What follows belongs to an exercise in optimizing a design on an open flow for small area, a short achievable clock period and few clock cycles per item; a production flow would make more cautious choices.
At most, simulation tests tie the RTL to the original design; equivalence was not proved.
No functional check of the RTL was part of run 2.
Power figures rest on the tool's default switching activity, not on a simulated workload.

==> flow/design.v <==
module sio_ctrl (
    input  wire        clk,
    input  wire        rst,           
    input  wire        req_valid,
    output wire        req_ready,
    input  wire [35:0] req_word,      
    output wire        rsp_valid,
    output wire [15:0] rsp_data,
    output wire        rsp_refused,
    output wire [1:0]  rsp_mode,
    output wire [1:0]  rsp_tmode,
    output wire        rsp_sock,
    output wire        ev_valid,
    input  wire        ev_ready,
    output wire [4:0]  ev_kind,
    output wire [47:0] ev_data,
    input  wire        ev_ok,
    input  wire [15:0] ev_rdata
);
    localparam [3:0] OP_WRCNT   = 4'h1,
                     OP_WSIOCNT = 4'h2,
                     OP_WDATA   = 4'h3,
                     OP_RDATA   = 4'h4,
                     OP_WOTHER  = 4'h5,
                     OP_RESET   = 4'h8,
                     OP_SETDRV  = 4'h9,
                     OP_DESTROY = 4'hA;
    localparam [1:0] T_IDLE = 2'd0, T_PARSE = 2'd1, T_SEND = 2'd2, T_RECV = 2'd3;
    localparam CAP_INIT = 0, CAP_DEINIT = 1, CAP_LOAD = 2, CAP_UNLOAD = 3, CAP_WREG = 4;
    localparam [4:0] EV_ATTACH        = 5'd1,
                     EV_INIT          = 5'd2,
                     EV_DEINIT        = 5'd3,
                     EV_LOAD          = 5'd4,
                     EV_UNLOAD        = 5'd5,
                     EV_DRVWR_RCNT    = 5'd6,
                     EV_DRVWR_SIOCNT  = 5'd7,
                     EV_DRVWR_OTHER   = 5'd8,
                     EV_RAISE_IRQ     = 5'd9,
                     EV_LOG_UNSUPP    = 5'd10,
                     EV_LOG_INITFAIL  = 5'd11,
                     EV_SOCK_CONNECT  = 5'd12,
                     EV_SOCK_SEND     = 5'd13,
                     EV_SOCK_SEND_HDR = 5'd14,
                     EV_SOCK_RECV     = 5'd15,
                     EV_SOCK_CLOSE    = 5'd16;
    reg  [1:0]  rc;             
    reg         s12;            
    reg         alive;
    reg  [15:0] drv0, drv1, drv2;
    reg  [4:0]  cap0, cap1, cap2;
    reg  [1:0]  tmode;
    reg  [7:0]  cursor;
    reg  [2:0]  code;           
    reg  [7:0]  b1, b2, b3, b4, b5, b6;
    reg  [15:0] len;
    reg         sock;
    reg  [15:0] sock_h;
    reg         r_valid;
    reg  [15:0] r_aux;
    reg  [15:0] r_data;
    reg  [6:0]  ev_list;        
    reg         r_noev;         
    reg         r_last;         
    reg         r_init;         
    reg         r_fail;         
    reg         r_refused;
    reg         r_conn;         
    reg         r_sd;           
    reg  [2:0]  r_k;            
    reg         r_dnz;          
    reg         r_mop;          
    reg         r_op2;          
    reg         r_des;          
    reg         r_al, r_ah;     
    reg         r_kp;           
    reg         r_k46;          
    reg         r_k7;           
    reg         r_s2, r_s3;     
    reg         r_ff;           
    reg         ev_v;
    reg  [4:0]  ev_k;
    reg  [2:0]  ev_e;           
    reg         ev_udl;         
    reg         ev_udh;         
    reg         ev_us;          
    reg         ev_uh;          
    reg         ev_uc;          
    reg         ev_uv;          
    reg         ev_uo;          
    wire fin  = r_valid & (r_noev | (ev_ready & r_last & (ev_ok | ~r_init)));
    wire xfer = ev_v & ev_ready;
    assign rsp_valid = fin;
    assign req_ready = ~r_valid | fin;
    wire take = req_valid & req_ready;
    assign ev_valid = ev_v;
    assign ev_kind  = ev_k;
    wire [15:0] drv_sel = ({16{ev_e[0]}} & drv0) | ({16{ev_e[1]}} & drv1) | ({16{ev_e[2]}} & drv2);
    assign ev_data[7:0]   = drv_sel[7:0] | ({8{ev_udl}} & r_data[7:0]) | ({8{ev_us}} & sock_h[7:0]) |
                            ({8{ev_uh}} & b2) | {7'h0, ev_uc};
    assign ev_data[15:8]  = drv_sel[15:8] | ({8{ev_udh}} & r_data[15:8]) | ({8{ev_us}} & sock_h[15:8]) |
                            ({8{ev_uh}} & b1);
    assign ev_data[31:16] = ({16{ev_uv}} & r_data) | ({16{ev_uh}} & {b5, b6}) | ({16{ev_uc}} & 16'h7F00);
    assign ev_data[47:32] = ({16{ev_uo}} & r_aux) | ({16{ev_uh}} & {b3, b4}) | ({16{ev_uc}} & 16'd3141);
    wire [15:0] rsp_keep = {{8{r_kp}}, r_k7, {3{r_k46}}, {4{r_kp}}};
    assign rsp_data = ({{8{r_ah}}, {8{r_al}}} & ev_rdata) | (rsp_keep & r_data) |
                      {16{r_ff}} | {12'h0, r_s3, r_s2, 2'b00};
    assign rsp_refused = r_refused;
    assign rsp_mode    = {rc[1], rc[1] ? rc[0] : s12};
    assign rsp_tmode   = tmode;
    assign rsp_sock    = r_conn ? ev_ok : sock;
    wire [3:0]  q_op   = req_word[35:32];
    wire [15:0] q_aux  = req_word[31:16];
    wire [15:0] q_data = req_word[15:0];
    wire [7:0]  q_b    = q_data[7:0];
    wire        commit = r_valid & r_sd & ~r_fail;
    wire [4:0]  ncaps  = r_dnz ? r_aux[8:4] : 5'd0;
    wire [4:0]  f_cap0 = (commit & r_k[0]) ? ncaps : cap0;
    wire [4:0]  f_cap1 = (commit & r_k[1]) ? ncaps : cap1;
    wire [4:0]  f_cap2 = (commit & r_k[2]) ? ncaps : cap2;
    wire        f_sock = (r_valid & r_conn) ? ev_ok : sock;
    wire op1 = (q_op == OP_WRCNT);
    wire op2 = (q_op == OP_WSIOCNT);
    wire op3 = (q_op == OP_WDATA);
    wire op4 = (q_op == OP_RDATA);
    wire op5 = (q_op == OP_WOTHER);
    wire op8 = (q_op == OP_RESET);
    wire op9 = (q_op == OP_SETDRV);
    wire opA = (q_op == OP_DESTROY);
    wire ok  = alive & (op1 | op2 | op3 | op4 | op5 | op8 | op9 | opA);
    wire g1  = alive & op1;
    wire g2  = alive & op2;
    wire g3  = alive & op3;
    wire g4  = alive & op4;
    wire g5  = alive & op5;
    wire g8  = alive & op8;
    wire g9  = alive & op9;
    wire gA  = alive & opA;
    wire [1:0]  mode = {rc[1], rc[1] ? rc[0] : s12};
    wire        a0 = ~rc[1];
    wire        a1 = rc[1] & ~rc[0];
    wire        a2 = rc[1] & rc[0];
    reg  [1:0]  nrc;
    reg         ns12;
    always @* begin
        nrc  = rc;
        ns12 = s12;
        if (g1) nrc = q_data[15:14];
        if (g2) ns12 = q_data[12];
        if (g8) begin nrc = 2'b10; ns12 = 1'b0; end
    end
    wire [1:0]  nmode = {nrc[1], nrc[1] ? nrc[0] : ns12};
    wire        n0 = ~nrc[1];
    wire        n1 = nrc[1] & ~nrc[0];
    wire        n2 = nrc[1] & nrc[0];
    wire        rd = (nmode != mode) | op8;
    wire [4:0]  acap = ({5{a0}} & f_cap0) | ({5{a1}} & f_cap1) | ({5{a2}} & f_cap2);
    wire [4:0]  ncap = ({5{n0}} & f_cap0) | ({5{n1}} & f_cap1) | ({5{n2}} & f_cap2);
    wire        q_norm = ~nmode[1];
    wire        q_mult = (nmode == 2'd2);
    wire        q_clr  = q_norm & q_data[7] & q_data[0];
    wire        q_irq  = q_clr & q_data[14];
    wire        sd_bad = q_aux[2];
    wire        k0 = ~q_aux[1];
    wire        k1 = q_aux[1] & ~q_aux[0];
    wire        k2 = q_aux[1] & q_aux[0];
    wire        k_act = (k0 & a0) | (k1 & a1) | (k2 & a2);
    wire [4:0]  kcap = ({5{k0}} & f_cap0) | ({5{k1}} & f_cap1) | ({5{k2}} & f_cap2);
    wire [4:0]  sd_caps = q_aux[8:4];
    wire        d_nz = |q_data;
    wire        c7    = (|cursor[7:3]) | (&cursor[2:0]);
    wire        c0    = (cursor == 8'd0);
    wire        is_fe = (q_b == 8'hFE);
    wire        disp  = (tmode == T_PARSE) & ~c0 & is_fe;
    wire        d_send = disp & (code == 3'd2) & c7 & sock;
    wire        d_recv = disp & (code == 3'd3) & sock;
    wire        d_conn = disp & (code == 3'd5) & c7 & ~sock;
    wire        d_clos = disp & (code == 3'd6) & sock;
    wire        rem_last = ~(|{b6, b5[7:1]});    
    wire        t_send = (tmode == T_SEND);
    wire        t_recv = (tmode == T_RECV);
    reg  [6:0]  q_list;
    always @* begin
        q_list = 7'd0;
        if (g1 | g2 | g8) begin
            q_list[0] = rd & acap[CAP_UNLOAD];
            q_list[1] = rd & ncap[CAP_LOAD];
        end
        if (g1 | g2 | g5)
            q_list[2] = ncap[CAP_WREG];
        if (g2)
            q_list[3] = ~ncap[CAP_WREG] & q_irq;
        if (g3)
            q_list[0] = t_send | d_send | d_conn | d_clos;
        if (g4)
            q_list[0] = t_recv;
        if (g9) begin
            q_list[0] = ~sd_bad & k_act & kcap[CAP_UNLOAD];
            q_list[1] = ~sd_bad & kcap[CAP_DEINIT];
            q_list[2] = ~sd_bad & d_nz;
            q_list[3] = ~sd_bad & d_nz & sd_caps[CAP_INIT];
            q_list[4] = ~sd_bad & d_nz & sd_caps[CAP_INIT] & sd_caps[CAP_DEINIT];
            q_list[5] = sd_bad | (d_nz & sd_caps[CAP_INIT]);
            q_list[6] = ~sd_bad & d_nz & k_act & sd_caps[CAP_LOAD];
        end
        if (gA) begin
            q_list[0] = acap[CAP_UNLOAD];
            q_list[1] = f_cap0[CAP_DEINIT];
            q_list[2] = f_cap1[CAP_DEINIT];
            q_list[3] = f_cap2[CAP_DEINIT];
            q_list[4] = f_sock;
        end
    end
    function [6:0] lowbit;
        input [6:0] l;
        begin
            lowbit = l & ~{l[5:0], 1'b0} & ~{l[4:0], 2'b0} & ~{l[3:0], 3'b0} &
                     ~{l[2:0], 4'b0} & ~{l[1:0], 5'b0} & ~{l[0], 6'b0};
        end
    endfunction
    reg  [4:0] qf_kind;
    reg  [2:0] qf_e;
    reg        qf_udl, qf_udh, qf_us, qf_uh, qf_uc, qf_uv, qf_uo;
    always @* begin
        qf_kind = 5'd0;
        qf_e    = 3'd0;
        qf_udl  = 1'b0; qf_udh = 1'b0; qf_us = 1'b0; qf_uh = 1'b0;
        qf_uc   = 1'b0; qf_uv  = 1'b0; qf_uo = 1'b0;
        case (q_op)
            OP_WRCNT, OP_WSIOCNT, OP_RESET, OP_WOTHER: begin
                if (q_list[0]) begin
                    qf_kind = EV_UNLOAD;
                    qf_e    = {a2, a1, a0};
                end else begin
                    qf_e = {n2, n1, n0};
                    if (q_list[1])
                        qf_kind = EV_LOAD;
                    else if (op2 & ~ncap[CAP_WREG]) begin
                        qf_kind = EV_RAISE_IRQ;
                        qf_e    = 3'd0;
                    end else begin
                        qf_kind = op1 ? EV_DRVWR_RCNT : op2 ? EV_DRVWR_SIOCNT : EV_DRVWR_OTHER;
                        qf_uv   = 1'b1;
                        qf_uo   = op5;
                    end
                end
            end
            OP_WDATA: begin
                if (t_send) begin
                    qf_kind = EV_SOCK_SEND;
                    qf_udl  = 1'b1;
                end else if (code == 3'd2) begin
                    qf_kind = EV_SOCK_SEND_HDR;
                    qf_uh   = 1'b1;
                end else if (code == 3'd5) begin
                    qf_kind = EV_SOCK_CONNECT;
                    qf_uc   = 1'b1;
                end else begin
                    qf_kind = EV_SOCK_CLOSE;
                    qf_us   = 1'b1;
                end
            end
            OP_RDATA: qf_kind = EV_SOCK_RECV;
            OP_SETDRV: begin
                if (q_list[0] | q_list[1]) begin
                    qf_kind = q_list[0] ? EV_UNLOAD : EV_DEINIT;
                    qf_e    = {k2, k1, k0};
                end else if (sd_bad)
                    qf_kind = EV_LOG_UNSUPP;
                else begin
                    qf_kind = EV_ATTACH;
                    qf_udl  = 1'b1;
                    qf_udh  = 1'b1;
                end
            end
            default: begin    
                if (q_list[0]) begin
                    qf_kind = EV_UNLOAD;
                    qf_e    = {a2, a1, a0};
                end else if (q_list[3:1] != 3'd0) begin
                    qf_kind = EV_DEINIT;
                    qf_e    = {q_list[3] & ~q_list[2] & ~q_list[1], q_list[2] & ~q_list[1], q_list[1]};
                end else begin
                    qf_kind = EV_SOCK_CLOSE;
                    qf_us   = 1'b1;
                end
            end
        endcase
    end
    wire [6:0] qf = lowbit(q_list);
    wire [6:0] q_rest = q_list & ~qf;
    wire       qf_last = ~(|q_rest);
    wire [6:0] cur = lowbit(ev_list);
    reg  [6:0] rest;
    always @* begin
        rest = ev_list & ~cur;
        if (r_init) begin
            if (ev_ok) rest[5:4] = 2'b00;
            else       rest[6]   = 1'b0;
        end
    end
    wire [6:0] nx = lowbit(rest);
    wire       nx_init = r_sd & nx[3];
    wire [6:0] nx_rest = rest & ~nx;
    wire       nx_last = nx_init ? ~nx_rest[6] : ~(|nx_rest);
    reg  [4:0] nx_kind;
    reg  [2:0] nx_e;
    reg        nx_ud, nx_us;
    always @* begin
        nx_kind = 5'd0;
        nx_e    = 3'd0;
        nx_ud   = 1'b0;
        nx_us   = 1'b0;
        if (r_mop) begin
            if (nx[1]) begin nx_kind = EV_LOAD; nx_e = {a2, a1, a0}; end
            if (nx[2]) begin nx_kind = r_op2 ? EV_DRVWR_SIOCNT : EV_DRVWR_RCNT; nx_e = {a2, a1, a0}; end
            if (nx[3]) nx_kind = EV_RAISE_IRQ;
        end
        if (r_sd) begin
            if (nx[1]) begin nx_kind = EV_DEINIT; nx_e = r_k; end
            if (nx[2]) begin nx_kind = EV_ATTACH; nx_ud = 1'b1; end
            if (nx[3]) begin nx_kind = EV_INIT;   nx_ud = 1'b1; end
            if (nx[4]) begin nx_kind = EV_DEINIT; nx_ud = 1'b1; end
            if (nx[5]) nx_kind = EV_LOG_INITFAIL;
            if (nx[6]) begin nx_kind = EV_LOAD;   nx_ud = 1'b1; end
        end
        if (r_des) begin
            if (nx[1]) begin nx_kind = EV_DEINIT; nx_e = 3'b001; end
            if (nx[2]) begin nx_kind = EV_DEINIT; nx_e = 3'b010; end
            if (nx[3]) begin nx_kind = EV_DEINIT; nx_e = 3'b100; end
            if (nx[4]) begin nx_kind = EV_SOCK_CLOSE; nx_us = 1'b1; end
        end
    end
    wire [15:0] rem_dec = {b6, b5} - 16'd1;
    always @(posedge clk) begin
        if (rst) begin
            r_valid <= 1'b0;
            ev_v    <= 1'b0;
            r_fail  <= 1'b0;
            r_conn  <= 1'b0;
            r_sd    <= 1'b0;
            rc      <= 2'b10;
            s12     <= 1'b0;
            alive   <= 1'b1;
            cap0    <= 5'd0;
            cap1    <= 5'd0;
            cap2    <= 5'd0;
            tmode   <= T_IDLE;
            len     <= 16'h0;
            sock    <= 1'b0;
        end else begin
            if (fin & r_conn) begin
                sock <= ev_ok;
            end
            if (fin & commit) begin
                if (r_k[0]) cap0 <= ncaps;
                if (r_k[1]) cap1 <= ncaps;
                if (r_k[2]) cap2 <= ncaps;
            end
            if (take) begin
                r_valid <= 1'b1;
                ev_v    <= |q_list;
                r_fail  <= 1'b0;
                r_conn  <= g3 & d_conn;
                r_sd    <= g9 & ~sd_bad;
                rc  <= nrc;
                s12 <= ns12;
                if (gA) begin
                    alive <= 1'b0;
                    sock  <= 1'b0;
                end
                if (g3) begin
                    case (tmode)
                        T_IDLE:  if (q_b == 8'h89) tmode <= T_PARSE;
                        T_PARSE: begin
                            if (c0) begin
                                if (q_b[7:1] == 7'h00 || q_b[7:1] == 7'h7F) tmode <= T_IDLE;
                            end else if (is_fe) begin
                                tmode <= d_send ? T_SEND : d_recv ? T_RECV : T_IDLE;
                                if (d_clos) sock <= 1'b0;
                                if (d_send) len <= {b6, b5};
                            end else if (&cursor)
                                tmode <= T_IDLE;
                        end
                        T_SEND:  if (rem_last) tmode <= T_IDLE;
                        default: ;
                    endcase
                end
                if (g4 & t_recv & rem_last)
                    tmode <= T_IDLE;
            end else if (fin) begin
                r_valid <= 1'b0;
                ev_v    <= 1'b0;
            end else if (xfer) begin
                ev_v <= |rest;
                if (r_init & ~ev_ok)
                    r_fail <= 1'b1;
            end
        end
    end
    always @(posedge clk) begin
        if (fin & r_conn & ev_ok)
            sock_h <= ev_rdata;
        if (fin & commit) begin
            if (r_k[0]) drv0 <= r_data;
            if (r_k[1]) drv1 <= r_data;
            if (r_k[2]) drv2 <= r_data;
        end
        if (take) begin
            r_aux     <= q_aux;
            r_data    <= q_data;
            ev_list   <= q_list;
            r_noev    <= ~(|q_list);
            r_last    <= qf_last;
            r_init    <= 1'b0;
            r_refused <= ~ok;
            r_k       <= {k2, k1, k0};
            r_dnz     <= d_nz;
            r_mop     <= op1 | op2 | op8;
            r_op2     <= op2;
            r_des     <= opA;
            r_al  <= (g2 | g5) & ncap[CAP_WREG] | g4 & t_recv;
            r_ah  <= (g2 | g5) & ncap[CAP_WREG];
            r_kp  <= (g2 | g5) & ~ncap[CAP_WREG];
            r_k46 <= (g2 & ~q_mult | g5) & ~ncap[CAP_WREG];
            r_k7  <= (g2 & ~(q_norm & q_data[0]) | g5) & ~ncap[CAP_WREG];
            r_s2  <= g2 & ~ncap[CAP_WREG] & (q_norm | q_mult);
            r_s3  <= g2 & ~ncap[CAP_WREG] & q_mult;
            r_ff  <= g4 & ~t_recv;
            ev_k   <= qf_kind;
            ev_e   <= qf_e;
            ev_udl <= qf_udl;
            ev_udh <= qf_udh;
            ev_us  <= qf_us;
            ev_uh  <= qf_uh;
            ev_uc  <= qf_uc;
            ev_uv  <= qf_uv;
            ev_uo  <= qf_uo;
        end else if (xfer & ~fin) begin
            ev_list <= rest;
            r_last  <= nx_last;
            r_init  <= nx_init;
            ev_k    <= nx_kind;
            ev_e    <= nx_e;
            ev_udl  <= nx_ud;
            ev_udh  <= nx_ud;
            ev_us   <= nx_us;
            ev_uh   <= 1'b0;
            ev_uc   <= 1'b0;
            ev_uv   <= r_mop & nx[2];
            ev_uo   <= 1'b0;
        end
        if (take & g3) begin
            if (tmode == T_IDLE)
                cursor <= 8'd0;
            else if (tmode == T_PARSE) begin
                if (c0) begin
                    if (q_b[7:3] == 5'd0 && q_b[2:1] != 2'b00) begin
                        code   <= q_b[2:0];
                        cursor <= 8'd1;
                    end
                end else if (~is_fe)
                    cursor <= cursor + 8'd1;
            end
        end
        if (take & g3 & (tmode == T_PARSE) & ~c0 & ~is_fe) begin
            if (cursor == 8'd1) b1 <= q_b;
            if (cursor == 8'd2) b2 <= q_b;
            if (cursor == 8'd3) b3 <= q_b;
            if (cursor == 8'd4) b4 <= q_b;
            if (cursor == 8'd5) b5 <= q_b;
            if (cursor == 8'd6) b6 <= q_b;
        end else if (take & g3 & d_recv)
            {b6, b5} <= len;
        else if (take & ((g3 & t_send) | (g4 & t_recv)))
            {b6, b5} <= rem_dec;
    end
endmodule
==> flow/flow/run.sh <==
#!/bin/bash
# Standard layout, with the port buffers made from the smallest buffer cell
# (repair_timing and repair_design upsize them where timing needs it).
set -euo pipefail
export BUFFER_PORTS_ARGS="-buffer_cell sky130_fd_sc_hd__buf_1"
bash standard.sh > standard_flow.log 2>&1
==> flow/standard.sh <==
#!/bin/bash
# synth_recipe.tcl (not shown) runs the flow's synth.tcl, then flattens the netlist and writes it again
# the make line also repeats each setting of config.mk as NAME=value (left out here)
make -C /OpenROAD-flow-scripts/flow DESIGN_CONFIG=/design/flow/config.mk WORK_HOME=/design/flow/orfs CLKGATE_MAP_FILE= SYNTH_SCRIPT=/design/flow/synth_recipe.tcl "${@:-finish}"
==> flow/config.mk <==
export PLATFORM = sky130hd
export DESIGN_NAME = sio_ctrl
export DESIGN_NICKNAME = sio_ctrl
export VERILOG_FILES = /design/flow/design.v
export SDC_FILE = /design/flow/constraint.sdc
export NUM_CORES = 4
export LEC_CHECK = 0
export CAP_MARGIN = 20
export CORE_MARGIN = 2
export CORE_UTILIZATION = 40
export CTS_BUF_LIST = sky130_fd_sc_hd__clkbuf_4
export PLACE_DENSITY = 0.6
export SETUP_SLACK_MARGIN = 3.0
export SLEW_MARGIN = 20
==> flow/constraint.sdc <==
create_clock -name core_clock -period 6.0 [get_ports {clk}]
set_input_delay 1.2000 -clock core_clock [delete_from_list [all_inputs] [get_ports {clk}]]
set_output_delay 1.2000 -clock core_clock [all_outputs]
set_load 0.01 [all_outputs]
==> results.json, run 1 <==
{
  "status": "no timing/DRC/antenna violations",
  "setup_violations": 0,
  "hold_path_class": "reg2reg",
  "die_h_um": 175,
  "synth_adder_area_share_pct": 1.24,
  "drtIter0Drc": 1235,
  "placed_cell_area_um2": 12700,
  "rsz0062_at_grt": "yes",
  "skew_ns": 0.0666,
  "crit_required_ns": 6.47,
  "cts_buffers": 66,
  "yosysWarnings": 1,
  "max_cap_viol_count": 0,
  "power_density_nw_per_um2": 259,
  "cts.sinks": 236,
  "grt_use_total_pct": 24.4,
  "syn_inst": 1063,
  "grt_max_degree": 67,
  "first_global_vias": 9661,
  "synth_edf_count": 195,
  "synth_top_area_cell": "edfxtp_1",
  "synthSimpleGateAreaFrac_pct": 15.2,
  "drive_gt1_share_pct": 27.8,
  "async_reset_ff_share_pct": 0,
  "ant_nets": 0,
  "worst_slack_ns": 2.74,
  "insertion_delay_ns": 0.67,
  "cp.arrival_ns": 3.73,
  "synthMuxAreaShare_pct": 3.73,
  "path_class": "in2reg",
  "synth-xor-area-share_pct": 1.50,
  "whs_ns": 0.497,
  "p_leak_nw": 5.35,
  "antenna_found_initial": 2,
  "path_max_fanout": 6,
  "hold_viol_final": 0,
  "vias": 10200,
  "cts_tree": "done",
  "crit_path_end_kind": "register",
  "irDropWorstVdd_mv": 0.123,
  "worst_slew_pin_slew_ns": 1.09,
  "area_delta_synth_final_pct": 27.9,
  "final_max_slew_viol_count": 0,
  "clkSlewWorstSetupHoldPaths_ns": 0.06,
  "synth_top_family_by_area": "compound AO/OA/AOI/OAI gates",
  "worst_slew_margin_rel_pct": 27.5,
  "place_ws_ns": 1.38,
  "first_pass_iters": 8,
  "synth_ff_type": "edfxtp_1",
  "synth_cell_types": 77,
  "post-route-period-util_pct": 54.3,
  "synth_area_um2": 11700,
  "clk_path_buf_depth": 3,
  "rows": 62,
  "yosysSeqAreaShare_pct": 57.0,
  "nNetsFinal": 1359,
  "ys_ff_latch": 236,
  "synth.top_cell.area_share_pct": 50.0,
  "max_freq_mhz": 307,
  "final_area_um2": 15000,
  "cts.htree.levels": 3,
  "coreArea_um2": 28800,
  "final.min_clock_period_ns": 3.26,
  "fin_total_pwr_mw": 3.87,
  "worstSetupStartpointType": "input pin",
  "die_w_um": 175,
  "finalSetupTns_ns": 0,
  "port_buffers": 134,
  "die_area_um2": 30700,
  "gp_congestion": 0.923,
  "grt_overflow": 0,
  "ios": 135,
  "syn-num-nets": 1130,
  "place_hpwl_mm": 25.3,
  "drc_errors": 0,
  "vias_per_cell": 5.89,
  "synth.avg_cell_area_um2": 11.0,
  "cts-root-buf": "clkbuf_4",
  "start_util_pct": 40.7,
  "drt-total-wl_mm": 39.1,
  "synth_compound_area_share_pct": 18.1,
  "netlist_top_cells_area": "edfxtp_1 50%, dfxtp_1 7.0%, nor2_1 3.6%",
  "wire_per_inst_um": 22.6,
  "grt_pass1_wl_mm": 57.1
}
[cell type report]
cell class / instances / area (um2)
Fill cell: 2606 / 13800
Sequential cell: 236 / 6680
Multi-Input combinational cell: 734 / 5200
Timing Repair Buffer: 234 / 1640
Clock buffer: 102 / 766
Tap cell: 384 / 480
Clock inverter: 17 / 129
Inverter: 20 / 77.6
Antenna cell: 1 / 2.50
[cells by family (layout without fill, tap and decap cells)]
family / after synthesis / in the layout
compound gates: 297 / 298
mux: 43 / 43
fa+ha+maj: 12 / 12
other cells: 0 / 1
xor+xnor: 20 / 20
buf+inv: 94 / 373
simple gates: 361 / 361
flops: 236 / 236
[report_power, final]
part / internal [mW] / leakage (nW) / switching (mW)
logic: 0.187 / 2.66 / 0.266
clock network: 0.863 / 0.526 / 0.697
registers: 1.81 / 2.16 / 0.0476
total: 2.86 / 5.35 / 1.01
[synth_stat cells (all sizes together) (26+ instances only)]
cell,count
edfxtp,195
nand3,41
nor2,112
a221o,26
mux2i,38
a21oi,48
clkbuf,56
o21ai,57
dfxtp,41
nand2,75
a22oi,49
[flip-flops by register name (all words and copies together), names as in the netlist, 2 cells and up]
signal	flops
b1	8
code	3
b2	8
drv0	16
rc	2
r_aux	16
ev_e	3
cap0	4
cap1	4
b6	8
b3	8
r_data	16
ev_list	7
b4	8
cap2	4
r_k	3
cursor	8
len	16
ev_k	5
tmode	2
drv2	16
sock_h	16
drv1	16
b5	8
[path summary, 6_finish.rpt]
check	endpoint	slack, ns	depth (start not counted)	start
worst max-delay path	ev_k[4]$_DFFE_PP_	2.74	10	req_word[34]
worst min-delay path	len[1]$_SDFFE_PP0P_	0.50	2	len[1]$_SDFFE_PP0P_
worst max register to register	ev_k[4]$_DFFE_PP_	2.80	9	cursor[3]$_SDFFCE_PP0P_
worst min register to register	len[1]$_SDFFE_PP0P_	0.50	2	len[1]$_SDFFE_PP0P_
[cell usage in the layout, fill, tap and decap left out, drive strengths merged, types with 22 or more instances in the layout]
cell type / Yosys / routed
nor3: 22 / 22
a21oi: 48 / 48
a22oi: 49 / 49
buf: 18 / 225
inv: 20 / 22
nand2: 75 / 75
dfxtp: 41 / 41
o21ai: 57 / 57
mux2i: 38 / 38
nor2: 112 / 112
a221o: 26 / 26
a22o: 22 / 22
clkbuf: 56 / 110
nand3: 41 / 41
edfxtp: 195 / 195
[stage by stage]
stage,util [%],instances
detailed placement,44.0,1523
floorplan,-,1063
global placement,44.0,1523
finish,52.1,1728
CTS,49.8,1695
global route,52.1,1728
[critical path, cell delays in order]
cell and delay (ns):
buf_12 0.11, or3b_4 0.44, o32a_1 0.44, nand3_1 0.10, o211ai_1 0.19, o22a_2 0.33, o21a_4 0.23, buf_4 0.14
or3_4 0.39, a21oi_1 0.14
[routing by layer]
| metal | global-route usage (%) | share of wire (%) | vias to the layer above |
|---|---|---|---|
| met2 | 37.8 | 46 | 531 |
| met3 | 5.24 | 8.6 | 86 |
| met4 | 9.72 | 3.0 | 0 |
| met5 | 0 | 0 | - |
| li1 | - | - | 4613 |
| met1 | 33.3 | 43 | 4944 |
[repair_timing]
action | 4_1_cts | 5_1_grt
cloned | 2 | 6
setup buffers | 51 | 26
setup endpoints to repair | 194 | 146
pin swaps | 25 | 58
resized for setup | 85 | 120
hold buffers | 0 | 0
Testbench counts, summed over its fixed seeds: cycles 26,843, items 25,959.
==> inputs of run 2 (changes only) <==
--- a/flow/design.v
+++ b/flow/design.v
@@ -59,14 +59,14 @@
     reg  [15:0] r_aux;
     reg  [15:0] r_data;
     reg  [6:0]  ev_list;        
-    reg         r_noev;         
-    reg         r_last;         
+    reg         rv_noev;        
+    reg         rv_last;        
+    reg         rv_lasti;       
     reg         r_init;         
     reg         r_fail;         
     reg         r_refused;
     reg         r_conn;         
     reg         r_sd;           
-    reg  [2:0]  r_k;            
     reg         r_dnz;          
     reg         r_mop;          
     reg         r_op2;          
@@ -87,7 +87,7 @@
     reg         ev_uc;          
     reg         ev_uv;          
     reg         ev_uo;          
-    wire fin  = r_valid & (r_noev | (ev_ready & r_last & (ev_ok | ~r_init)));
+    wire fin  = rv_noev | (ev_ready & (rv_last | (rv_lasti & ev_ok)));
     wire xfer = ev_v & ev_ready;
     assign rsp_valid = fin;
     assign req_ready = ~r_valid | fin;
@@ -113,6 +113,7 @@
     wire [15:0] q_data = req_word[15:0];
     wire [7:0]  q_b    = q_data[7:0];
     wire        commit = r_valid & r_sd & ~r_fail;
+    wire [2:0]  r_k    = {r_aux[1] & r_aux[0], r_aux[1] & ~r_aux[0], ~r_aux[1]};
     wire [4:0]  ncaps  = r_dnz ? r_aux[8:4] : 5'd0;
     wire [4:0]  f_cap0 = (commit & r_k[0]) ? ncaps : cap0;
     wire [4:0]  f_cap1 = (commit & r_k[1]) ? ncaps : cap1;
@@ -334,6 +335,9 @@
     always @(posedge clk) begin
         if (rst) begin
             r_valid <= 1'b0;
+            rv_noev <= 1'b0;
+            rv_last <= 1'b0;
+            rv_lasti <= 1'b0;
             ev_v    <= 1'b0;
             r_fail  <= 1'b0;
             r_conn  <= 1'b0;
@@ -358,6 +362,9 @@
             end
             if (take) begin
                 r_valid <= 1'b1;
+                rv_noev <= ~(|q_list);
+                rv_last <= (|q_list) & qf_last;
+                rv_lasti <= 1'b0;
                 ev_v    <= |q_list;
                 r_fail  <= 1'b0;
                 r_conn  <= g3 & d_conn;
@@ -389,9 +396,15 @@
                     tmode <= T_IDLE;
             end else if (fin) begin
                 r_valid <= 1'b0;
+                rv_noev <= 1'b0;
+                rv_last <= 1'b0;
+                rv_lasti <= 1'b0;
                 ev_v    <= 1'b0;
             end else if (xfer) begin
                 ev_v <= |rest;
+                rv_noev <= ~(|rest);
+                rv_last <= (|rest) & nx_last & ~nx_init;
+                rv_lasti <= nx_last & nx_init;
                 if (r_init & ~ev_ok)
                     r_fail <= 1'b1;
             end
@@ -409,11 +422,8 @@
             r_aux     <= q_aux;
             r_data    <= q_data;
             ev_list   <= q_list;
-            r_noev    <= ~(|q_list);
-            r_last    <= qf_last;
             r_init    <= 1'b0;
             r_refused <= ~ok;
-            r_k       <= {k2, k1, k0};
             r_dnz     <= d_nz;
             r_mop     <= op1 | op2 | op8;
             r_op2     <= op2;
@@ -437,7 +447,6 @@
             ev_uo  <= qf_uo;
         end else if (xfer & ~fin) begin
             ev_list <= rest;
-            r_last  <= nx_last;
             r_init  <= nx_init;
             ev_k    <= nx_kind;
             ev_e    <= nx_e;
--- a/flow/config.mk
+++ b/flow/config.mk
@@ -8,7 +8,7 @@
 export CAP_MARGIN = 20
 export CORE_MARGIN = 2
 export CORE_UTILIZATION = 40
-export CTS_BUF_LIST = sky130_fd_sc_hd__clkbuf_4
+export CTS_CLUSTER_SIZE = 20
 export PLACE_DENSITY = 0.6
-export SETUP_SLACK_MARGIN = 3.0
+export SETUP_SLACK_MARGIN = 2.5
 export SLEW_MARGIN = 20
==> run 2 against run 1 <==
  * Power is 4.2% higher
  * Hold slack worse by 0.039 ns
  * Synthesized cell count is 2.0% higher
  * Clock-buffer cell count is 71 lower
  * Clock power is 11% higher
  * Utilization is 4.3 points lower
  * Area after synthesis hardly changed
  * Critical path depth stayed put
  * Non-clock buffer count is 70 lower
  * Routed wire length is 5.8% lower
  * Sequential cell count is 2 lower
==> results.json, run 2 <==
{
  "status": "no timing/DRC/antenna violations",
  "rsz0062_at_grt": "yes",
  "p_comb_share_pct": 10.0,
  "synth_ff_type": "edfxtp_1",
  "syn-num-nets": 1151,
  "antenna_found_initial": 0,
  "crit_required_ns": 6.36,
  "synth_adder_area_share_pct": 1.24,
  "clk_path_buf_depth": 3,
  "power_frac_seq_pct": 47.0,
  "clkSlewWorstSetupHoldPaths_ns": 0.06,
  "placed_cell_area_um2": 12600,
  "coreArea_um2": 28800,
  "port_buffers": 134,
  "synth_area_um2": 11700,
  "cts.htree.levels": 1,
  "fin_total_pwr_mw": 4.04,
  "p_int_mw": 3.00,
  "rows": 62,
  "synth.top_cell.area_share_pct": 48.7,
  "synthMuxAreaShare_pct": 3.21,
  "finalSetupTns_ns": 0,
  "start_util_pct": 40.7,
  "antenna_cells": 0,
  "drive_gt1_share_pct": 11.2,
  "drc_errors": 0,
  "insertion_delay_ns": 0.55,
  "grt_pass1_wl_mm": 55.7,
  "p_sw_mw": 1.04,
  "synth_cell_types": 81,
  "final_common_cell": "edfxtp_1",
  "first_pass_iters": 5,
  "first_global_vias": 9012,
  "n_fill_cell": 2691,
  "final_area_um2": 13700,
  "synth_edf_count": 190,
  "synth-xor-area-share_pct": 1.80,
  "synth_top_area_cell": "edfxtp_1",
  "wire_per_inst_um": 22.8,
  "grt_max_degree": 49,
  "synthSimpleGateAreaFrac_pct": 15.6,
  "setup_violations": 0,
  "hold_path_class": "reg2reg",
  "cts.sinks": 234,
  "die_h_um": 175,
  "netlist_top_cells_area": "edfxtp_1 49%, dfxtp_1 7.5%, nor2_1 3.9%",
  "yosysMostFrequentCell": "edfxtp_1",
  "max_cap_viol_count": 0,
  "async_reset_ff_share_pct": 0,
  "irDropWorstVdd_mv": 0.253,
  "cts_tree": "done",
  "final.min_clock_period_ns": 3.43,
  "nNetsFinal": 1275,
  "switching_share_pct": 25.8,
  "final_max_slew_viol_count": 0,
  "drtIter0Drc": 860,
  "path_class": "in2reg",
  "die_area_um2": 30700,
  "cts-root-buf": "clkbuf_16",
  "clkPwrFrac_pct": 43.0,
  "skew_ns": 0.0229,
  "crit_path_end_kind": "register",
  "die_w_um": 175,
  "max_freq_mhz": 291,
  "worstSetupStartpointType": "input pin",
  "vias_per_cell": 5.86,
  "yosys-top-cells-count": "190 x edfxtp_1, 122 x nor2_1, 97 x nand2_1",
  "synth_compound_area_share_pct": 18.7,
  "yosysSeqAreaShare_pct": 56.3,
  "ys_ff_latch": 234,
  "ant_nets": 0,
  "hold_viol_final": 0,
  "place_hpwl_mm": 25.7,
  "synth.avg_cell_area_um2": 10.8,
  "cts_buffers": 27,
  "p_leak_nw": 4.55,
  "yosysWarnings": 1,
  "gp_congestion": 0.915,
  "syn_inst": 1084,
  "grt_overflow": 0,
  "cp.arrival_ns": 3.79,
  "post-route-period-util_pct": 57.2,
  "drt-total-wl_mm": 36.8,
  "grt_use_total_pct": 23.6,
  "vias": 9451,
  "whs_ns": 0.457,
  "power_density_nw_per_um2": 294,
  "worst_slew_margin_rel_pct": 27.8,
  "worst_slew_pin_slew_ns": 1.08,
  "ios": 135,
  "area_delta_synth_final_pct": 17.4,
  "final_cell_mix": "190 x edfxtp_1, 124 x buf_1, 115 x nor2_1",
  "synth_top_family_by_area": "compound AO/OA/AOI/OAI gates",
  "path_max_fanout": 20
}
==> run 2: cell types whose count changed after synthesis, moves of 5 or more <==
cell,delta
a21oi_1,+10
nand2_1,+22
edfxtp_1,-5
o21ai_0,-5
nor2_1,+11
mux2i_1,-5
nand3b_1,-6
nor3_1,+5
a31oi_1,+6
==> run 2: timing repair <==
action                     4_1_cts  5_1_grt
hold buffers                     0        0
pin swaps                        2        5
gates resized for setup         27       13
gates cloned                     0        0
setup endpoints to repair       79       65
setup buffers                    5       13
==> run 2: area by class of cell <==
cell class	count	area, um2	area share [%]
Clock inverter	18	235	1.71
Multi-Input combinational cell	758	4910	35.7
Sequential cell	234	6590	47.9
Inverter	23	86.3	0.628
Clock buffer	31	691	5.02
Tap cell	384	480	3.49
Timing Repair Buffer	164	761	5.53
==> run 2: worst paths after layout <==
check                           cells past startpoint  slack, ns                  start                    end
worst max-delay path                               10       2.57           req_word[34]      ev_e[2]$_DFFE_PP_
worst min-delay path                                2       0.46  rv_lasti$_SDFFE_PP0P_  rv_lasti$_SDFFE_PP0P_
worst max register to register                      9       2.67     r_aux[1]$_DFFE_PP_      ev_e[2]$_DFFE_PP_
worst min register to register                      2       0.46  rv_lasti$_SDFFE_PP0P_  rv_lasti$_SDFFE_PP0P_
==> run 2: worst max-delay path, stage by stage <==
cell and delay (ns):
buf_4 0.19, or3b_4 0.43, o32ai_4 0.31, o211ai_1 0.18, o2111ai_2 0.15, o2111ai_4 0.20, o211ai_4 0.28, a21oi_4 0.13
or3b_1 0.40, a221oi_2 0.30
==> run 2: cells by family after synthesis <==
logic type,after synthesis
buf+inv,92
simple gates,384
flops,234
xor+xnor,24
mux,37
fa+ha+maj,12
compound gates,301
==> run 2: routing by layer <==
metal	up-vias	track usage [%]	routed length (um)
li1	4390	-	-
met1	4608	32.7	15900
met2	386	39.9	17700
met3	67	3.20	2490
met4	0	4.65	697
met5	-	0	0
==> run 2: power by group through the flow <==
stage | Sequential [mW] | Clock (mW) | Combinational, mW
after detailed placement | 1.93 | 0 | 0.386
final | 1.90 | 1.73 | 0.404
after CTS | 1.90 | 1.76 | 0.393
after global placement | 1.93 | 0 | 0.386
after global routing | 1.90 | 1.82 | 0.442
after floorplan | 1.86 | 0 | 0.285
==> run 2: per-stage QoR <==
step	std cells	setup WS (ns)	util, %
6_report	1612	2.57	47.8
5_1_grt	1612	2.46	47.8
4_1_cts	1599	2.52	47.3
3_3_place_gp	1545	1.42	43.6
2_1_floorplan	1084	2.34	-
3_5_place_dp	1545	1.43	43.7
==> inputs of run 3 (changes only) <==
--- a/flow/design.v
+++ b/flow/design.v
@@ -140,6 +140,8 @@
     wire        a0 = ~rc[1];
     wire        a1 = rc[1] & ~rc[0];
     wire        a2 = rc[1] & rc[0];
+    wire [2:0]  act = {a2, a1, a0};
+    wire [4:0]  acap = ({5{a0}} & f_cap0) | ({5{a1}} & f_cap1) | ({5{a2}} & f_cap2);
     reg  [1:0]  nrc;
     reg         ns12;
     always @* begin
@@ -149,68 +151,62 @@
         if (g2) ns12 = q_data[12];
         if (g8) begin nrc = 2'b10; ns12 = 1'b0; end
     end
-    wire [1:0]  nmode = {nrc[1], nrc[1] ? nrc[0] : ns12};
-    wire        n0 = ~nrc[1];
-    wire        n1 = nrc[1] & ~nrc[0];
-    wire        n2 = nrc[1] & nrc[0];
-    wire        rd = (nmode != mode) | op8;
-    wire [4:0]  acap = ({5{a0}} & f_cap0) | ({5{a1}} & f_cap1) | ({5{a2}} & f_cap2);
-    wire [4:0]  ncap = ({5{n0}} & f_cap0) | ({5{n1}} & f_cap1) | ({5{n2}} & f_cap2);
-    wire        q_norm = ~nmode[1];
-    wire        q_mult = (nmode == 2'd2);
-    wire        q_clr  = q_norm & q_data[7] & q_data[0];
-    wire        q_irq  = q_clr & q_data[14];
+    wire        d15 = q_data[15];
+    wire        d14 = q_data[14];
+    wire        u1  = acap[CAP_UNLOAD] & (d15 ? (d14 ? ~a2 : ~a1) : rc[1]);
+    wire        l1  = d15 ? (d14 ? ~a2 & f_cap2[CAP_LOAD] : ~a1 & f_cap1[CAP_LOAD])
+                          : rc[1] & f_cap0[CAP_LOAD];
+    wire        w1  = d15 ? (d14 ? f_cap2[CAP_WREG] : f_cap1[CAP_WREG]) : f_cap0[CAP_WREG];
+    wire [2:0]  ns1 = {d15 & d14, d15 & ~d14, ~d15};
+    wire        chg2 = ~rc[1] & (q_data[12] ^ s12);
+    wire        u2  = chg2 & acap[CAP_UNLOAD];
+    wire        l2  = chg2 & acap[CAP_LOAD];
+    wire        w2  = acap[CAP_WREG];
+    wire        irq2 = ~w2 & ~rc[1] & q_data[7] & q_data[0] & q_data[14];
+    wire        w5  = acap[CAP_WREG];
+    wire        u8  = acap[CAP_UNLOAD];
+    wire        l8  = f_cap1[CAP_LOAD];
     wire        sd_bad = q_aux[2];
     wire        k0 = ~q_aux[1];
     wire        k1 = q_aux[1] & ~q_aux[0];
     wire        k2 = q_aux[1] & q_aux[0];
+    wire        ku = (k0 & a0 & f_cap0[CAP_UNLOAD]) | (k1 & a1 & f_cap1[CAP_UNLOAD]) |
+                     (k2 & a2 & f_cap2[CAP_UNLOAD]);
+    wire        kd = (k0 & f_cap0[CAP_DEINIT]) | (k1 & f_cap1[CAP_DEINIT]) | (k2 & f_cap2[CAP_DEINIT]);
     wire        k_act = (k0 & a0) | (k1 & a1) | (k2 & a2);
-    wire [4:0]  kcap = ({5{k0}} & f_cap0) | ({5{k1}} & f_cap1) | ({5{k2}} & f_cap2);
     wire [4:0]  sd_caps = q_aux[8:4];
     wire        d_nz = |q_data;
+    wire        s0 = ~sd_bad & ku;                        
+    wire        s1 = ~sd_bad & kd;                        
+    wire        s2 = ~sd_bad & d_nz;                      
+    wire        s6 = s2 & k_act & sd_caps[CAP_LOAD];      
     wire        c7    = (|cursor[7:3]) | (&cursor[2:0]);
     wire        c0    = (cursor == 8'd0);
     wire        is_fe = (q_b == 8'hFE);
-    wire        disp  = (tmode == T_PARSE) & ~c0 & is_fe;
-    wire        d_send = disp & (code == 3'd2) & c7 & sock;
-    wire        d_recv = disp & (code == 3'd3) & sock;
-    wire        d_conn = disp & (code == 3'd5) & c7 & ~sock;
-    wire        d_clos = disp & (code == 3'd6) & sock;
-    wire        rem_last = ~(|{b6, b5[7:1]});    
     wire        t_send = (tmode == T_SEND);
     wire        t_recv = (tmode == T_RECV);
-    reg  [6:0]  q_list;
-    always @* begin
-        q_list = 7'd0;
-        if (g1 | g2 | g8) begin
-            q_list[0] = rd & acap[CAP_UNLOAD];
-            q_list[1] = rd & ncap[CAP_LOAD];
-        end
-        if (g1 | g2 | g5)
-            q_list[2] = ncap[CAP_WREG];
-        if (g2)
-            q_list[3] = ~ncap[CAP_WREG] & q_irq;
-        if (g3)
-            q_list[0] = t_send | d_send | d_conn | d_clos;
-        if (g4)
-            q_list[0] = t_recv;
-        if (g9) begin
-            q_list[0] = ~sd_bad & k_act & kcap[CAP_UNLOAD];
-            q_list[1] = ~sd_bad & kcap[CAP_DEINIT];
-            q_list[2] = ~sd_bad & d_nz;
-            q_list[3] = ~sd_bad & d_nz & sd_caps[CAP_INIT];
-            q_list[4] = ~sd_bad & d_nz & sd_caps[CAP_INIT] & sd_caps[CAP_DEINIT];
-            q_list[5] = sd_bad | (d_nz & sd_caps[CAP_INIT]);
-            q_list[6] = ~sd_bad & d_nz & k_act & sd_caps[CAP_LOAD];
-        end
-        if (gA) begin
-            q_list[0] = acap[CAP_UNLOAD];
-            q_list[1] = f_cap0[CAP_DEINIT];
-            q_list[2] = f_cap1[CAP_DEINIT];
-            q_list[3] = f_cap2[CAP_DEINIT];
-            q_list[4] = f_sock;
-        end
-    end
+    wire        t_pend = (tmode == T_PARSE) & ~c0;       
+    wire        ds_s  = (code == 3'd2) & c7 & sock;
+    wire        dr_s  = (code == 3'd3) & sock;
+    wire        dc_s  = (code == 3'd5) & c7 & ~sock;
+    wire        dl_s  = (code == 3'd6) & sock;
+    wire        disp  = t_pend & is_fe;
+    wire        d_send = disp & ds_s;
+    wire        d_recv = disp & dr_s;
+    wire        d_conn = disp & dc_s;
+    wire        d_clos = disp & dl_s;
+    wire        rem_last = ~(|{b6, b5[7:1]});    
+    wire [4:0]  lA = {f_sock, f_cap2[CAP_DEINIT], f_cap1[CAP_DEINIT], f_cap0[CAP_DEINIT], acap[CAP_UNLOAD]};
+    wire [6:0]  q_list =
+        ({7{g1}} & {4'b0, w1, l1, u1}) |
+        ({7{g2}} & {3'b0, irq2, w2, l2, u2}) |
+        ({7{g5}} & {4'b0, w5, 2'b0}) |
+        ({7{g8}} & {5'b0, l8, u8}) |
+        ({7{g3}} & {6'b0, t_send | (t_pend & (ds_s | dc_s | dl_s) & is_fe)}) |
+        ({7{g4}} & {6'b0, t_recv}) |
+        ({7{g9}} & {s6, sd_bad | (d_nz & sd_caps[CAP_INIT]),
+                    s2 & sd_caps[CAP_INIT] & sd_caps[CAP_DEINIT], s2 & sd_caps[CAP_INIT], s2, s1, s0}) |
+        ({7{gA}} & {2'b0, lA});
     function [6:0] lowbit;
         input [6:0] l;
         begin
@@ -218,78 +214,45 @@
                      ~{l[2:0], 4'b0} & ~{l[1:0], 5'b0} & ~{l[0], 6'b0};
         end
     endfunction
-    reg  [4:0] qf_kind;
-    reg  [2:0] qf_e;
-    reg        qf_udl, qf_udh, qf_us, qf_uh, qf_uc, qf_uv, qf_uo;
-    always @* begin
-        qf_kind = 5'd0;
-        qf_e    = 3'd0;
-        qf_udl  = 1'b0; qf_udh = 1'b0; qf_us = 1'b0; qf_uh = 1'b0;
-        qf_uc   = 1'b0; qf_uv  = 1'b0; qf_uo = 1'b0;
-        case (q_op)
-            OP_WRCNT, OP_WSIOCNT, OP_RESET, OP_WOTHER: begin
-                if (q_list[0]) begin
-                    qf_kind = EV_UNLOAD;
-                    qf_e    = {a2, a1, a0};
-                end else begin
-                    qf_e = {n2, n1, n0};
-                    if (q_list[1])
-                        qf_kind = EV_LOAD;
-                    else if (op2 & ~ncap[CAP_WREG]) begin
-                        qf_kind = EV_RAISE_IRQ;
-                        qf_e    = 3'd0;
-                    end else begin
-                        qf_kind = op1 ? EV_DRVWR_RCNT : op2 ? EV_DRVWR_SIOCNT : EV_DRVWR_OTHER;
-                        qf_uv   = 1'b1;
-                        qf_uo   = op5;
-                    end
-                end
-            end
-            OP_WDATA: begin
-                if (t_send) begin
-                    qf_kind = EV_SOCK_SEND;
-                    qf_udl  = 1'b1;
-                end else if (code == 3'd2) begin
-                    qf_kind = EV_SOCK_SEND_HDR;
-                    qf_uh   = 1'b1;
-                end else if (code == 3'd5) begin
-                    qf_kind = EV_SOCK_CONNECT;
-                    qf_uc   = 1'b1;
-                end else begin
-                    qf_kind = EV_SOCK_CLOSE;
-                    qf_us   = 1'b1;
-                end
-            end
-            OP_RDATA: qf_kind = EV_SOCK_RECV;
-            OP_SETDRV: begin
-                if (q_list[0] | q_list[1]) begin
-                    qf_kind = q_list[0] ? EV_UNLOAD : EV_DEINIT;
-                    qf_e    = {k2, k1, k0};
-                end else if (sd_bad)
-                    qf_kind = EV_LOG_UNSUPP;
-                else begin
-                    qf_kind = EV_ATTACH;
-                    qf_udl  = 1'b1;
-                    qf_udh  = 1'b1;
-                end
-            end
-            default: begin    
-                if (q_list[0]) begin
-                    qf_kind = EV_UNLOAD;
-                    qf_e    = {a2, a1, a0};
-                end else if (q_list[3:1] != 3'd0) begin
-                    qf_kind = EV_DEINIT;
-                    qf_e    = {q_list[3] & ~q_list[2] & ~q_list[1], q_list[2] & ~q_list[1], q_list[1]};
-                end else begin
-                    qf_kind = EV_SOCK_CLOSE;
-                    qf_us   = 1'b1;
-                end
-            end
-        endcase
-    end
-    wire [6:0] qf = lowbit(q_list);
-    wire [6:0] q_rest = q_list & ~qf;
-    wire       qf_last = ~(|q_rest);
+    function one_at_most;
+        input [6:0] l;
+        begin
+            one_at_most = ~(|(l & ~lowbit(l)));
+        end
+    endfunction
+    wire [4:0] k_mode1 = u1 ? EV_UNLOAD : l1 ? EV_LOAD : EV_DRVWR_RCNT;
+    wire [4:0] k_mode2 = u2 ? EV_UNLOAD : l2 ? EV_LOAD : w2 ? EV_DRVWR_SIOCNT : EV_RAISE_IRQ;
+    wire [4:0] k_mode8 = u8 ? EV_UNLOAD : EV_LOAD;
+    wire [4:0] k_wdata = t_send ? EV_SOCK_SEND : (code == 3'd2) ? EV_SOCK_SEND_HDR :
+                         (code == 3'd5) ? EV_SOCK_CONNECT : EV_SOCK_CLOSE;
+    wire [4:0] k_sd    = s0 ? EV_UNLOAD : s1 ? EV_DEINIT : sd_bad ? EV_LOG_UNSUPP : EV_ATTACH;
+    wire [4:0] k_des   = lA[0] ? EV_UNLOAD : (lA[3:1] != 3'd0) ? EV_DEINIT : EV_SOCK_CLOSE;
+    wire [6:0] fA      = lowbit({2'b0, lA});
+    wire [4:0] qf_kind =
+        ({5{op1}} & k_mode1) | ({5{op2}} & k_mode2) | ({5{op5}} & EV_DRVWR_OTHER) |
+        ({5{op8}} & k_mode8) | ({5{op3}} & k_wdata) | ({5{op4}} & EV_SOCK_RECV) |
+        ({5{op9}} & k_sd)    | ({5{opA}} & k_des);
+    wire [2:0] qf_e =
+        ({3{op1}} & (u1 ? act : ns1)) |
+        ({3{op2}} & (u2 | l2 | w2 ? act : 3'b000)) |
+        ({3{op5}} & act) |
+        ({3{op8}} & (u8 ? act : 3'b010)) |
+        ({3{op9 & (s0 | s1)}} & {k2, k1, k0}) |
+        ({3{opA}} & (lA[0] ? act : fA[3:1]));
+    wire       qf_udl = (op3 & t_send) | (op9 & ~s0 & ~s1 & ~sd_bad);
+    wire       qf_udh = op9 & ~s0 & ~s1 & ~sd_bad;
+    wire       qf_us  = (op3 & ~t_send & (code != 3'd2) & (code != 3'd5)) | (opA & ~(|lA[3:0]));
+    wire       qf_uh  = op3 & ~t_send & (code == 3'd2);
+    wire       qf_uc  = op3 & ~t_send & (code == 3'd5);
+    wire       qf_uv  = (op1 & ~u1 & ~l1) | (op2 & ~u2 & ~l2 & w2) | op5;
+    wire       qf_uo  = op5;
+    wire       last1 = one_at_most({4'b0, w1, l1, u1});
+    wire       last2 = one_at_most({3'b0, irq2, w2, l2, u2});
+    wire       last8 = ~(u8 & l8);
+    wire       last9 = sd_bad | (s0 ? ~s1 & ~d_nz : s1 ? ~d_nz : ~sd_caps[CAP_INIT] & ~s6);
+    wire       lastA = one_at_most({2'b0, lA});
+    wire       qf_last = (op1 & last1) | (op2 & last2) | op3 | op4 | op5 | (op8 & last8) |
+                         (op9 & last9) | (opA & lastA);
     wire [6:0] cur = lowbit(ev_list);
     reg  [6:0] rest;
     always @* begin
@@ -428,13 +391,13 @@
             r_mop     <= op1 | op2 | op8;
             r_op2     <= op2;
             r_des     <= opA;
-            r_al  <= (g2 | g5) & ncap[CAP_WREG] | g4 & t_recv;
-            r_ah  <= (g2 | g5) & ncap[CAP_WREG];
-            r_kp  <= (g2 | g5) & ~ncap[CAP_WREG];
-            r_k46 <= (g2 & ~q_mult | g5) & ~ncap[CAP_WREG];
-            r_k7  <= (g2 & ~(q_norm & q_data[0]) | g5) & ~ncap[CAP_WREG];
-            r_s2  <= g2 & ~ncap[CAP_WREG] & (q_norm | q_mult);
-            r_s3  <= g2 & ~ncap[CAP_WREG] & q_mult;
+            r_al  <= (g2 & w2) | (g5 & w5) | (g4 & t_recv);
+            r_ah  <= (g2 & w2) | (g5 & w5);
+            r_kp  <= (g2 & ~w2) | (g5 & ~w5);
+            r_k46 <= (g2 & ~w2 & ~a1) | (g5 & ~w5);
+            r_k7  <= (g2 & ~w2 & ~(~rc[1] & q_data[0])) | (g5 & ~w5);
+            r_s2  <= g2 & ~w2 & ~a2;
+            r_s3  <= g2 & ~w2 & a1;
             r_ff  <= g4 & ~t_recv;
             ev_k   <= qf_kind;
             ev_e   <= qf_e;
==> run 3 against run 2 <==
  * Register-to-register slack about the same
  * Power fell by 4.7%
  * Area after synthesis up 1.5%
  * Clock skew fell by 0.012 ns
  * Critical path type is now in2out
  * Combinational power grew 3%
  * Utilization down 1.5 points
  * Global-route usage increased by 1.3 points
  * Still clean
  * Highest routed layer is now met5
  * Worst setup slack got worse by 0.010 ns
  * Sequential cell count did not move
  * First-iteration DRC count is 31% higher
  * Fmax down 0.30%
  * Largest power group unchanged
==> results.json, run 3 <==
{
  "status": "no timing/DRC/antenna violations",
  "async_reset_ff_share_pct": 0,
  "grt.met1_usage_pct": 36.8,
  "yosysSeqAreaShare_pct": 55.4,
  "grt_overflow": 0,
  "final_cell_mix": "190 x edfxtp_1, 127 x buf_1, 118 x nand2_1",
  "vias_per_cell": 6.13,
  "area_delta_synth_final_pct": 14.8,
  "rsz0062_at_grt": "yes",
  "cts_buffers": 26,
  "coreArea_um2": 29500,
  "max_cap_viol_count": 0,
  "final.min_clock_period_ns": 3.44,
  "ios": 135,
  "irDropWorstVdd_mv": 0.196,
  "worst_slew_pin_slew_ns": 1.01,
  "drtIter0Drc": 1129,
  "final_max_slew_viol_count": 0,
  "utilization_pct": 46.3,
  "ys_ff_latch": 234,
  "final_area_um2": 13600,
  "vias": 10200,
  "cts-root-buf": "clkbuf_16",
  "worstSetupStartpointType": "input pin",
  "insertion_delay_ns": 0.53,
  "grt_pass1_wl_mm": 59.1,
  "max_freq_mhz": 290,
  "n_fill_cell": 2853,
  "worst_slew_margin_rel_pct": 30.7,
  "synth_ff_type": "edfxtp_1",
  "wire_per_inst_um": 23.8,
  "grtUsageMet2_pct": 38.5,
  "first_pass_iters": 5,
  "cts_tree": "done",
  "synth_top_area_cell": "edfxtp_1",
  "synth.top_cell.area_share_pct": 48.0,
  "rows": 63,
  "cp.arrival_ns": 2.24,
  "nNetsFinal": 1315,
  "crit_required_ns": 4.80,
  "port_buffers": 134,
  "final_common_cell": "edfxtp_1",
  "yosys-top-cells-count": "190 x edfxtp_1, 119 x nand2_1, 92 x nor2_1",
  "post-route-period-util_pct": 57.4,
  "grt-busiest-layer": "met2",
  "start_util_pct": 40.3,
  "setup_violations": 0,
  "clk_path_buf_depth": 3,
  "met3_usage_pct": 3.53,
  "crit_path_end_kind": "output pin",
  "hold_viol_final": 0,
  "drc_errors": 0,
  "place_hpwl_mm": 28.1,
  "antenna_found_initial": 1,
  "finalSetupTns_ns": 0,
  "grt_use_total_pct": 24.9,
  "drive_gt1_share_pct": 8.60,
  "die_h_um": 176,
  "drt-total-wl_mm": 39.5,
  "synth_edf_count": 190,
  "skew_ns": 0.0105,
  "cts.sinks": 234,
  "power_density_nw_per_um2": 282,
  "synth_area_um2": 11900,
  "ant_nets": 0,
  "yosysWarnings": 1,
  "path_class": "in2out",
  "yosysMostFrequentCell": "edfxtp_1",
  "first_global_vias": 9493,
  "p_leak_nw": 4.47,
  "syn-num-nets": 1204,
  "syn_inst": 1136,
  "synth.avg_cell_area_um2": 10.5,
  "netlist_top_cells_area": "edfxtp_1 48%, dfxtp_1 7.4%, nand2_1 3.8%",
  "gp_congestion": 0.953,
  "antenna_cells": 0,
  "die_w_um": 176,
  "die_area_um2": 31100,
  "hold_path_class": "reg2reg",
  "placed_cell_area_um2": 12700,
  "clkSlewWorstSetupHoldPaths_ns": 0.06,
  "grt_max_degree": 49,
  "synth_cell_types": 79,
  "path_max_fanout": 15,
  "cts.htree.levels": 1
}
run 3: changes by cell type in the layout (fill, tap and decap cells not counted), moves of 5 or more:
cell       change
a21oi_1       +33
nor2_1        -25
mux2i_1       -23
nand2_1       +23
o21ai_0       +15
buf_4         -13
and2_1        +11
inv_1         +10
a2111oi_0      +6
o22ai_1        +6
nand4b_1       -5
run 3: routing by layer:
layer  share of wire (%)  wire (um)
met1                  45      17600
met2                  45      17700
met3                 8.1       3200
met4                 2.5        969
met5               0.033         13
run 3: power breakdown:
| group | leakage, nW | total, mW | internal [mW] | switching (mW) |
|---|---|---|---|---|
| Clock | 0.408 | 1.53 | 0.876 | 0.649 |
| Sequential | 2.12 | 1.90 | 1.81 | 0.0953 |
| Combinational | 1.94 | 0.415 | 0.145 | 0.270 |
| Total | 4.47 | 3.84 | 2.83 | 1.02 |
run 3: final cells by class:
cell class / instances / area [um2] / area share [%]
flip-flops and latches: 234 / 6590 / 48.3
inverters: 33 / 131 / 0.963
clock buffers: 33 / 708 / 5.19
well taps: 390 / 488 / 3.58
clock inverters: 15 / 101 / 0.743
repair buffers: 152 / 647 / 4.74
multi-input cells: 800 / 4980 / 36.5
run 3: final timing paths:
path,depth (start not counted),start,slack [ns],end
setup / recovery,6,ev_ok,2.56,rsp_valid
hold / removal,2,len[8]$_SDFFE_PP0P_,0.45,len[8]$_SDFFE_PP0P_
setup reg to reg,7,r_sd$_SDFFE_PP0P_,2.66,ev_k[0]$_DFFE_PP_
hold reg to reg,2,len[8]$_SDFFE_PP0P_,0.45,len[8]$_SDFFE_PP0P_
run 3: cell families (layout without fill, tap and decap cells):
logic type,after synthesis,in the layout,synth area share [%]
AND/OR/NAND/NOR,399,399,16.6
adder cells (fa/ha/maj),12,12,1.24
buffers and inverters,102,233,3.54
flip-flops,234,234,55.4
XOR/XNOR,24,24,1.77
multiplexers,14,14,1.22
AO/OA/AOI/OAI,351,351,20.2
run 3: worst max-delay path, cell delays in order:
cell	delay [ns]
buf_1	0.17
a21o_1	0.21
a21oi_1	0.13
buf_4	0.24
inv_1	0.14
buf_1	0.15
run 3: what timing repair did:
| item | in CTS | in global routing |
|---|---|---|
| gates resized for setup | 6 | 21 |
| hold buffers | 0 | 0 |
| buffers inserted | 2 | 3 |
| setup endpoints to repair | 101 | 93 |
| pin swaps | 1 | 3 |
run 3: through the flow:
step                      setup slack (ns)  hold slack [ns]  total power [mW]  cells
after floorplan                       2.54            0.430              2.15   1136
after global placement                1.72            0.438              2.34   1604
after detailed placement              1.62            0.444              2.34   1604
after CTS                             2.54            0.454              3.86   1654
after global routing                  2.48            0.469              3.98   1657
final                                 2.56            0.452              3.84   1657
Testbench counts of run 3, summed over its fixed seeds: cycles 26,843, items 25,959.
==> inputs of run 4 (changes only) <==
--- a/flow/config.mk
+++ b/flow/config.mk
@@ -10,5 +10,5 @@
 export CORE_UTILIZATION = 40
 export CTS_CLUSTER_SIZE = 20
 export PLACE_DENSITY = 0.6
-export SETUP_SLACK_MARGIN = 2.5
+export SETUP_SLACK_MARGIN = 3.5
 export SLEW_MARGIN = 20
==> run 4 against run 3 <==
  * Combinational power increased by 84%
  * Sequential power decreased by 2%
  * Critical path depth fell by 1
  * Sequential cell count did not move
  * Clock power up 13%
  * Clock-buffer cell count shrank 1
  * Routed wire length grew 21%
  * Die area stayed put
  * Critical endpoint unchanged
  * Largest cell class is now multi-input gates
==> results.json, run 4 <==
{
  "irDropWorstVdd_mv": 0.210,
  "die_h_um": 176,
  "final_common_cell": "edfxtp_1",
  "crit_end": "rsp_valid",
  "insertion_delay_ns": 0.56,
  "worst_slew_pin_slew_ns": 1.20,
  "coreArea_um2": 29500,
  "first_global_vias": 10600,
  "drtIter0Drc": 1443,
  "drc_errors": 0,
  "rr_startpoint": "b5[6]$_DFFE_PP_",
  "worstSetupStartpointType": "input pin",
  "cts_buffers": 26,
  "rsz0062_at_grt": "yes",
  "worst_slew_margin_rel_pct": 19.7,
  "ys_ff_latch": 234,
  "syn-num-nets": 1204,
  "hold_viol_final": 0,
  "synth.avg_cell_area_um2": 10.5,
  "ios": 135,
  "gp_congestion": 0.988,
  "skew_ns": 0.0171,
  "area_delta_synth_final_pct": 49.1,
  "setup_violations": 0,
  "worstPathCellList": "buf_12, a21o_1, a21oi_4, inv_2, buf_6",
  "placed_cell_area_um2": 13100,
  "ant_nets": 0,
  "port_buffers": 134,
  "final.min_clock_period_ns": 3.08,
  "yosysSeqAreaShare_pct": 55.4,
  "final_cell_mix": "190 x edfxtp_1, 121 x buf_4, 67 x nand2_1",
  "antenna_cells": 0,
  "crit_required_ns": 4.80,
  "crit_slowest_cell": "a21oi_4",
  "synth_cell_types": 79,
  "wire_per_inst_um": 26.1,
  "startpoint": "ev_ok",
  "synth_top_area_cell": "edfxtp_1",
  "start_util_pct": 40.3,
  "p_sw_mw": 1.19,
  "yosysWarnings": 1,
  "switching_share_pct": 27.3,
  "cts-root-buf": "clkbuf_16",
  "crit_family": "compound AO/OA/AOI/OAI gates",
  "vias": 11500,
  "yosysMostFrequentCell": "edfxtp_1",
  "clkSlewWorstSetupHoldPaths_ns": 0.07,
  "p_comb_share_pct": 17.5,
  "final_area_um2": 17700,
  "worst-path-buf-inv": 3,
  "synth_ff_type": "edfxtp_1",
  "postCtsHoldBufs": 0,
  "drive_gt1_share_pct": 43.7,
  "finalSetupTns_ns": 0,
  "path_depth": 5,
  "power_frac_seq_pct": 42.8,
  "slowest_delay_ns": 0.20,
  "r2r-end": "tmode[0]$_SDFFE_PP0P_",
  "status": "no timing/DRC/antenna violations",
  "die_area_um2": 31100,
  "cts.sinks": 234,
  "netlist_top_cells_area": "edfxtp_1 48%, dfxtp_1 7.4%, nand2_1 3.8%",
  "place_hpwl_mm": 27.8,
  "yosys-top-cells-count": "190 x edfxtp_1, 119 x nand2_1, 92 x nor2_1",
  "die_w_um": 176,
  "clk_path_buf_depth": 3,
  "rows": 63,
  "drt-total-wl_mm": 47.7,
  "nNetsFinal": 1487,
  "first_pass_iters": 6,
  "grt_use_total_pct": 28.2,
  "max_cap_viol_count": 0,
  "cts_tree": "done",
  "syn_inst": 1136,
  "grt_max_degree": 69,
  "synth_edf_count": 190,
  "vias_per_cell": 6.28,
  "grt_overflow": 0,
  "crit_path_end_kind": "output pin",
  "hold_path_class": "reg2reg",
  "whs_ns": 0.480,
  "fin_total_pwr_mw": 4.35,
  "grt_pass1_wl_mm": 66.3,
  "synth_area_um2": 11900,
  "r2r_slack_ns": 3.12,
  "p_int_mw": 3.16,
  "antenna_found_initial": 0,
  "path_class": "in2out",
  "power_density_nw_per_um2": 245,
  "max_freq_mhz": 325,
  "final_max_slew_viol_count": 0,
  "p_leak_nw": 6.32,
  "path_max_fanout": 4,
  "cp.arrival_ns": 1.88,
  "synth.top_cell.area_share_pct": 48.0,
  "reg2reg_depth": 8,
  "post-route-period-util_pct": 51.3,
  "async_reset_ff_share_pct": 0,
  "cts.htree.levels": 1,
  "clkPwrFrac_pct": 39.7
}
run 4: cell counts after synthesis:
No cell type changed its count.
run 4: area by class of cell:
cell class / count / area [um2]
Clock buffer: 32 / 703
Clock inverter: 16 / 210
Fill cell: 2396 / 11800
Inverter: 33 / 153
Multi-Input combinational cell: 803 / 6740
Sequential cell: 234 / 6600
Tap cell: 390 / 488
Timing Repair Buffer: 320 / 2820
Timing Repair inverter: 1 / 11.3
run 4: per-layer routing:
layer / vias up / part of all wire (%) / global-route usage [%]
met5: - / 0 / 0
met1: 5680 / 40 / 38.6
met3: 159 / 8.3 / 3.64
met2: 705 / 47 / 45.8
li1: 4950 / - / -
met4: 0 / 4.9 / 10.6
run 4: kinds of logic after synthesis:
group	synth area share, %
adder cells (fa/ha/maj)	1.24
flip-flops	55.4
XOR/XNOR	1.77
AND/OR/NAND/NOR	16.6
multiplexers	1.22
AO/OA/AOI/OAI	20.2
buffers and inverters	3.54
run 4: power by group through the flow:
stage	combinational, mW	sequential (mW)	clock, mW
after floorplan	0.332	1.87	0
final	0.762	1.86	1.73
after global routing	0.802	1.87	1.78
after detailed placement	0.426	1.94	0
after global placement	0.427	1.94	0
after CTS	0.668	1.86	1.72
run 4: through the flow:
stage                     instances  setup WS, ns  util (%)
final                          1829          2.92      60.1
after CTS                      1766          2.90      55.3
after floorplan                1136          3.00         -
after global routing           1829          2.90      60.1
after detailed placement       1598          1.80      44.4
after global placement         1598          1.88      44.4
run 4: repair_timing:
item,CTS,global route
gates cloned,9,6
gates resized for setup,308,253
buffers inserted,111,57
setup endpoints to repair,271,178
pin swaps,94,158
run 4: how the worst min path moves through the flow:
stage | from | to | slack, ns | cells past startpoint
final | len[10]$_SDFFE_PP0P_ | len[10]$_SDFFE_PP0P_ | 0.48 | 2
after global routing | len[8]$_SDFFE_PP0P_ | len[8]$_SDFFE_PP0P_ | 0.49 | 2
after detailed placement | len[3]$_SDFFE_PP0P_ | len[3]$_SDFFE_PP0P_ | 0.45 | 2
after CTS | len[15]$_SDFFE_PP0P_ | len[15]$_SDFFE_PP0P_ | 0.46 | 2
after global placement | len[0]$_SDFFE_PP0P_ | len[0]$_SDFFE_PP0P_ | 0.44 | 2
after floorplan | len[0]$_SDFFE_PP0P_ | len[0]$_SDFFE_PP0P_ | 0.43 | 2
run 4: worst min-delay path, cell delays in order, from the launching register on:
cell	delay, ns
dfxtp_1	0.33
nand2_2	0.06
a21oi_2	0.04

==> what the ideal ports hide <==
How much do the figures lean on ideal ports? The routed layouts below were timed once more, with nothing changed but the port constraints.
Step 1: set_driving_cell puts a clkbuf_16 on clk and a buf_2 on each other input, an assumption about the parent block.
Step 2 moves the port delays by t, midway between the first and last clock arrival at a register: inputs arrive t later, outputs are due t later. That takes back most of the time a late clock gives input paths.
Three values: ideal ports, drivers, drivers and shift; two values: the first two.
run | t, ns | setup WS [ns] | worst hold slack (ns) | worst register clock-pin slew, ns | cell pins on the clock port's net
run 1 | 0.679 | 2.745 / 2.742 / 2.063 | 0.497 / 0.497 / 0.497 | 0.07 / 0.07 | 1
run 2 | 0.587 | 2.568 / 2.584 / 2.006 | 0.457 / 0.457 / 0.457 | 0.07 / 0.07 | 1
run 3 | 0.579 | 2.557 / 2.534 / 2.104 | 0.452 / 0.452 / 0.452 | 0.06 / 0.06 | 1
run 4 | 0.603 | 2.921 / 2.873 / 2.540 | 0.480 / 0.480 / 0.480 | 0.07 / 0.07 | 1
After both steps setup and hold are still met in every run listed. The setup slack of run 1, which loses most, moves by -0.003 ns with the drivers and by -0.682 ns with both steps.
